This is an optimization exercise on Yosys and OpenROAD, whose aim is a short achievable clock period, not a production implementation. RTL that was checked went through simulation tests only; none was proved equivalent to the original. The clock port is modelled as an ideal driver, which makes a skipped or thinned clock tree look cheaper than it is; a real chip needs a root buffer or a tree. Power figures rest on the tool's default switching activity, not on a simulated workload.

## ts0710_codec
module ts0710_codec (
    input  wire        clk,
    input  wire        rst,           
    input  wire        compat,        
    input  wire        stat_clr,      
    input  wire        rx_valid,
    input  wire [7:0]  rx_data,
    input  wire        rx_flush,      
    output wire        rx_code_valid,
    output wire [3:0]  rx_code,
    output wire [7:0]  frm_addr,
    output wire [7:0]  frm_ctrl,
    output wire [15:0] frm_len,
    output wire [7:0]  frm_fcs,
    output wire        pay_valid,
    output wire [7:0]  pay_data,
    output wire        in_frame,
    output wire [15:0] acc_len,
    input  wire        tx_start,
    input  wire [7:0]  tx_addr,
    input  wire [7:0]  tx_ctrl,
    input  wire [15:0] tx_len,
    output wire        tx_ready,
    input  wire        tx_pl_valid,
    input  wire [7:0]  tx_pl_data,
    output wire        tx_pl_ready,
    output wire        tx_valid,
    output wire [7:0]  tx_data,
    output reg  [31:0] cnt_ok,
    output reg  [31:0] cnt_framing,
    output reg  [31:0] cnt_checksum,
    output reg  [31:0] cnt_overflow,
    output reg  [3:0]  err_flags      
);
==> flow/config.mk <==
export PLATFORM = sky130hd
export DESIGN_NAME = ts0710_codec
export DESIGN_NICKNAME = ts0710_codec
export VERILOG_FILES = /design/flow/design.v
export SDC_FILE = /design/flow/constraint.sdc
export NUM_CORES = 4
export LEC_CHECK = 0
export ABC_CLOCK_PERIOD_IN_PS = 1000
export CAP_MARGIN = 20
export CORE_MARGIN = 2
export CORE_UTILIZATION = 40
export SETUP_SLACK_MARGIN = 3.6
export SLEW_MARGIN = 20
export SYNTH_HIERARCHICAL = 1
export SYNTH_MINIMUM_KEEP_SIZE = 0
export TNS_END_PERCENT = 100
==> flow/constraint.sdc <==
create_clock -name core_clock -period 5.5 [get_ports {clk}]
set_input_delay 1.1000 -clock core_clock [delete_from_list [all_inputs] [get_ports {clk}]]
set_output_delay 1.1000 -clock core_clock [all_outputs]
set_load 0.01 [all_outputs]
standard.sh (not shown) runs the stock make flow with config.mk's settings and CLKGATE_MAP_FILE= SYNTH_SCRIPT=/design/flow/synth_recipe.tcl, a recipe that flattens the netlist after the stock synthesis.
==> flow/flow/run.sh <==
#!/bin/bash
# Layout flow: the standard ORFS flow, with the clock tree built by
# flow/cts_tree.tcl (a balanced two-stage buffer tree) in place of TritonCTS.
set -euo pipefail
here=$(pwd)
export PRE_CTS_TCL="$here/flow/cts_tree.tcl"
bash standard.sh > "$here/standard_flow.log" 2>&1
Other scripts of this flow, unchanged in this note and not shown: flow/flow/cts_tree.tcl
The first run passed the timing, DRC and antenna checks.
Edit:
--- a/flow/design.v
+++ b/flow/design.v
@@ -49,18 +49,16 @@
                      C_OVF_DROPPED  = 4'd7,
                      C_OVF_RESTART  = 4'd8;
     reg         nf;          
     reg  [15:0] nacc;        
     reg  [15:1] accp1_hi;    
     reg         accp1_lo;    
     wire [15:0] accp1 = {accp1_hi, accp1_lo};
     reg  [2:0]  af;          
-    reg         az1, az2;    
-    reg         acap;        
     reg         at_cap;      
     reg         is1;         
     reg         ph1;         
     reg         ph2;         
     reg         ph3;         
     reg         ph4;         
     reg         post;        
     reg  [14:0] rem;         
@@ -123,30 +121,25 @@
                 assign rem_m1[gi] = rem[gi] ^ (rbw[gi/4] & ~(|rem[gi-1:gi-gi%4]));
             end
         end
     endgenerate
     wire [2:0]  a_e = {accp1[11:8] == 4'hE, accp1[7:4] == 4'hE, accp1[3:0] == 4'hE};
     wire [3:0]  r_1 = {rem[14:12] == 3'd1, rem[11:8] == 4'd1, rem[7:4] == 4'd1, rem[3:0] == 4'd1};
     wire [14:0] rem_ld3   = {8'd0, rx_data[7:1]};
     wire [14:0] rem_ld4   = {rx_data, len0_r[7:1]};
-    wire        accp1_cap = acap;
+    wire        accp1_cap = (accp1 == ACC_CAP);
     wire [15:0] accm5;
-    wire [3:1]  mbw;         
-    assign accm5[3:0] = accp1[3:0] - 4'd6;
-    assign mbw[1] = (accp1[3:0] < 4'd6);
-    assign mbw[2] = mbw[1] & az1;
-    assign mbw[3] = mbw[2] & az2;
+    assign accm5[0] = accp1[0];
+    assign accm5[1] = ~accp1[1];
+    assign accm5[2] = accp1[2] ^ accp1[1];
+    assign accm5[3] = ~(accp1[3] ^ (accp1[1] & accp1[2]));
     generate
         for (gi = 4; gi < 16; gi = gi + 1) begin : g_m6
-            if (gi % 4 == 0) begin : g0
-                assign accm5[gi] = accp1[gi] ^ mbw[gi/4];
-            end else begin : gn
-                assign accm5[gi] = accp1[gi] ^ (mbw[gi/4] & ~(|accp1[gi-1:gi-gi%4]));
-            end
+            assign accm5[gi] = ~(accp1[gi] ^ ((|accp1[gi-1:3]) | (accp1[1] & accp1[2])));
         end
     endgenerate
     wire        idle    = ~live | flush;
     wire        ovf     = at_cap & ~nf & ~flush;
     wire        cmpl_c   = live & ge;                   
     wire        ev_gate  = ~rst & rx_valid & ~flush;    
     wire        adv      = post & ~ge & ~remnz;     
     wire [6:0]  flg_c1, flg_c0, flg;
@@ -201,24 +194,20 @@
                 assign nx_f1 = v;
                 assign lv_f1 = in_n & ~atcap_n;
             end else begin : g0
                 assign nx_f0 = v;
                 assign lv_f0 = in_n & ~atcap_n;
             end
         end
     endgenerate
-    ts0710_flagsel #(.W(4)) u_fsel7 (.d(rx_data), .a(nx_f1[32:29]), .b(nx_f0[32:29]), .y(nx[32:29]));
-    ts0710_flagsel #(.W(4)) u_fsel6 (.d(rx_data), .a(nx_f1[28:25]), .b(nx_f0[28:25]), .y(nx[28:25]));
-    ts0710_flagsel #(.W(4)) u_fsel5 (.d(rx_data), .a(nx_f1[24:21]), .b(nx_f0[24:21]), .y(nx[24:21]));
-    ts0710_flagsel #(.W(4)) u_fsel4 (.d(rx_data), .a(nx_f1[20:17]), .b(nx_f0[20:17]), .y(nx[20:17]));
-    ts0710_flagsel #(.W(4)) u_fsel3 (.d(rx_data), .a(nx_f1[16:13]), .b(nx_f0[16:13]), .y(nx[16:13]));
-    ts0710_flagsel #(.W(4)) u_fsel2 (.d(rx_data), .a(nx_f1[12:9]),  .b(nx_f0[12:9]),  .y(nx[12:9]));
-    ts0710_flagsel #(.W(5)) u_fsel1 (.d(rx_data), .a(nx_f1[8:4]),   .b(nx_f0[8:4]),   .y(nx[8:4]));
-    ts0710_flagsel #(.W(4)) u_fsel0 (.d(rx_data), .a(nx_f1[3:0]),   .b(nx_f0[3:0]),   .y(nx[3:0]));
+    ts0710_flagsel #(.W(8)) u_fsel3 (.d(rx_data), .a(nx_f1[32:25]), .b(nx_f0[32:25]), .y(nx[32:25]));
+    ts0710_flagsel #(.W(8)) u_fsel2 (.d(rx_data), .a(nx_f1[24:17]), .b(nx_f0[24:17]), .y(nx[24:17]));
+    ts0710_flagsel #(.W(8)) u_fsel1 (.d(rx_data), .a(nx_f1[16:9]),  .b(nx_f0[16:9]),  .y(nx[16:9]));
+    ts0710_flagsel #(.W(9)) u_fsel0 (.d(rx_data), .a(nx_f1[8:0]),   .b(nx_f0[8:0]),   .y(nx[8:0]));
     ts0710_flagsel #(.W(1)) u_fsell (.d(rx_data), .a(lv_f1),        .b(lv_f0),        .y(lv));
     always @(posedge clk) begin
         {code, in_frame, acc_len} <= {nx[32:29], nx[25:9]};
         nacc     <= ~nx[24:9];
         ev_ok    <= nx[28] & ev_gate;
         ev_bad   <= nx[27] & ev_gate;
         ev_csum  <= nx[26] & ev_gate;
         nf       <= ~nx[25];
@@ -238,24 +227,16 @@
         end
     end
     always @(posedge clk) begin
         pay_data <= quirk_len ? prev2 : rx_data;
         frm_len  <= (compat & quirk_len) ? accm5 : {1'b0, len_r};
         if (rx_valid) begin
             accp1_hi <= idle ? 15'd1 : accp2[15:1];
             af       <= {3{~idle & ~is1}} & ((acy[2:0] & a_e) | (~acy[2:0] & af));
-            acap     <= ~idle & ~is1 & (accp1 == ACC_CAP - 16'd1);
-            if (idle | is1) begin
-                az1 <= 1'b1;
-                az2 <= 1'b1;
-            end else begin
-                if (acy[1]) az1 <= af[1];
-                if (acy[2]) az2 <= af[2];
-            end
             at_cap      <= ~idle & accp1_cap;
         end
         if (ph1) addr_r <= rx_data;
         if (ph2) begin
             ctrl_r   <= rx_data;
             ctrl_uih <= ((rx_data & 8'hEF) == 8'hEF);
             ctrl_ua  <= ((rx_data & 8'hEF) == 8'h63);
         end
What happened: The changed run ran to the end with no violations; register-to-register slack degrades by 0.28 ns; via count is higher by about 0.4%; maximum frequency fell by about 5%; die area falls by about 1.2%; global-route usage is about the same; design area decreases by 0.40%; clock power goes down by about 2%; setup slack degrades by 0.10 ns; worst hold slack is better by 0.0062 ns; core utilization is higher by 0.66 points.
For the first run of this note, only the layout was checked, not whether the RTL still works. In every run of this note, the design's own scripts or RTL, not TritonCTS, make the clock network.

re-timing with driven ports:
The flow's constraints put no driver on any port. The routed layouts listed below were extracted and timed again, unchanged, in two steps. Step 1 sets driving cells, clkbuf_16 on the clock port and buf_2 on the other inputs (assumed; they add their load-dependent delay and slew). Step 2 moves the port delays by t, midway between the first and last clock arrival at a register: inputs arrive t later, outputs are due t later. That takes back most of the time a late clock gives input paths. Slacks: no drivers / after step 1 / after step 2; pairs: no drivers / after step 1.
| run | t, ns | setup WS [ns] | clock arrival spread, ns | worst register clock-pin slew, ns | worst data-port slew with drivers (ns) |
|---|---|---|---|---|---|
| the first run | 0.508 | 3.487 / 3.362 / 3.073 | 0.075 / 0.075 | 0.08 / 0.08 | 0.26 |
| the second run | 0.501 | 3.383 / 3.376 / 2.938 | 0.070 / 0.070 | 0.08 / 0.08 | 0.35 |
After both steps setup and hold are still met in every run listed. For the second run, which loses most, drivers alone change the setup slack by -0.007 ns; drivers and shift together by -0.445 ns.
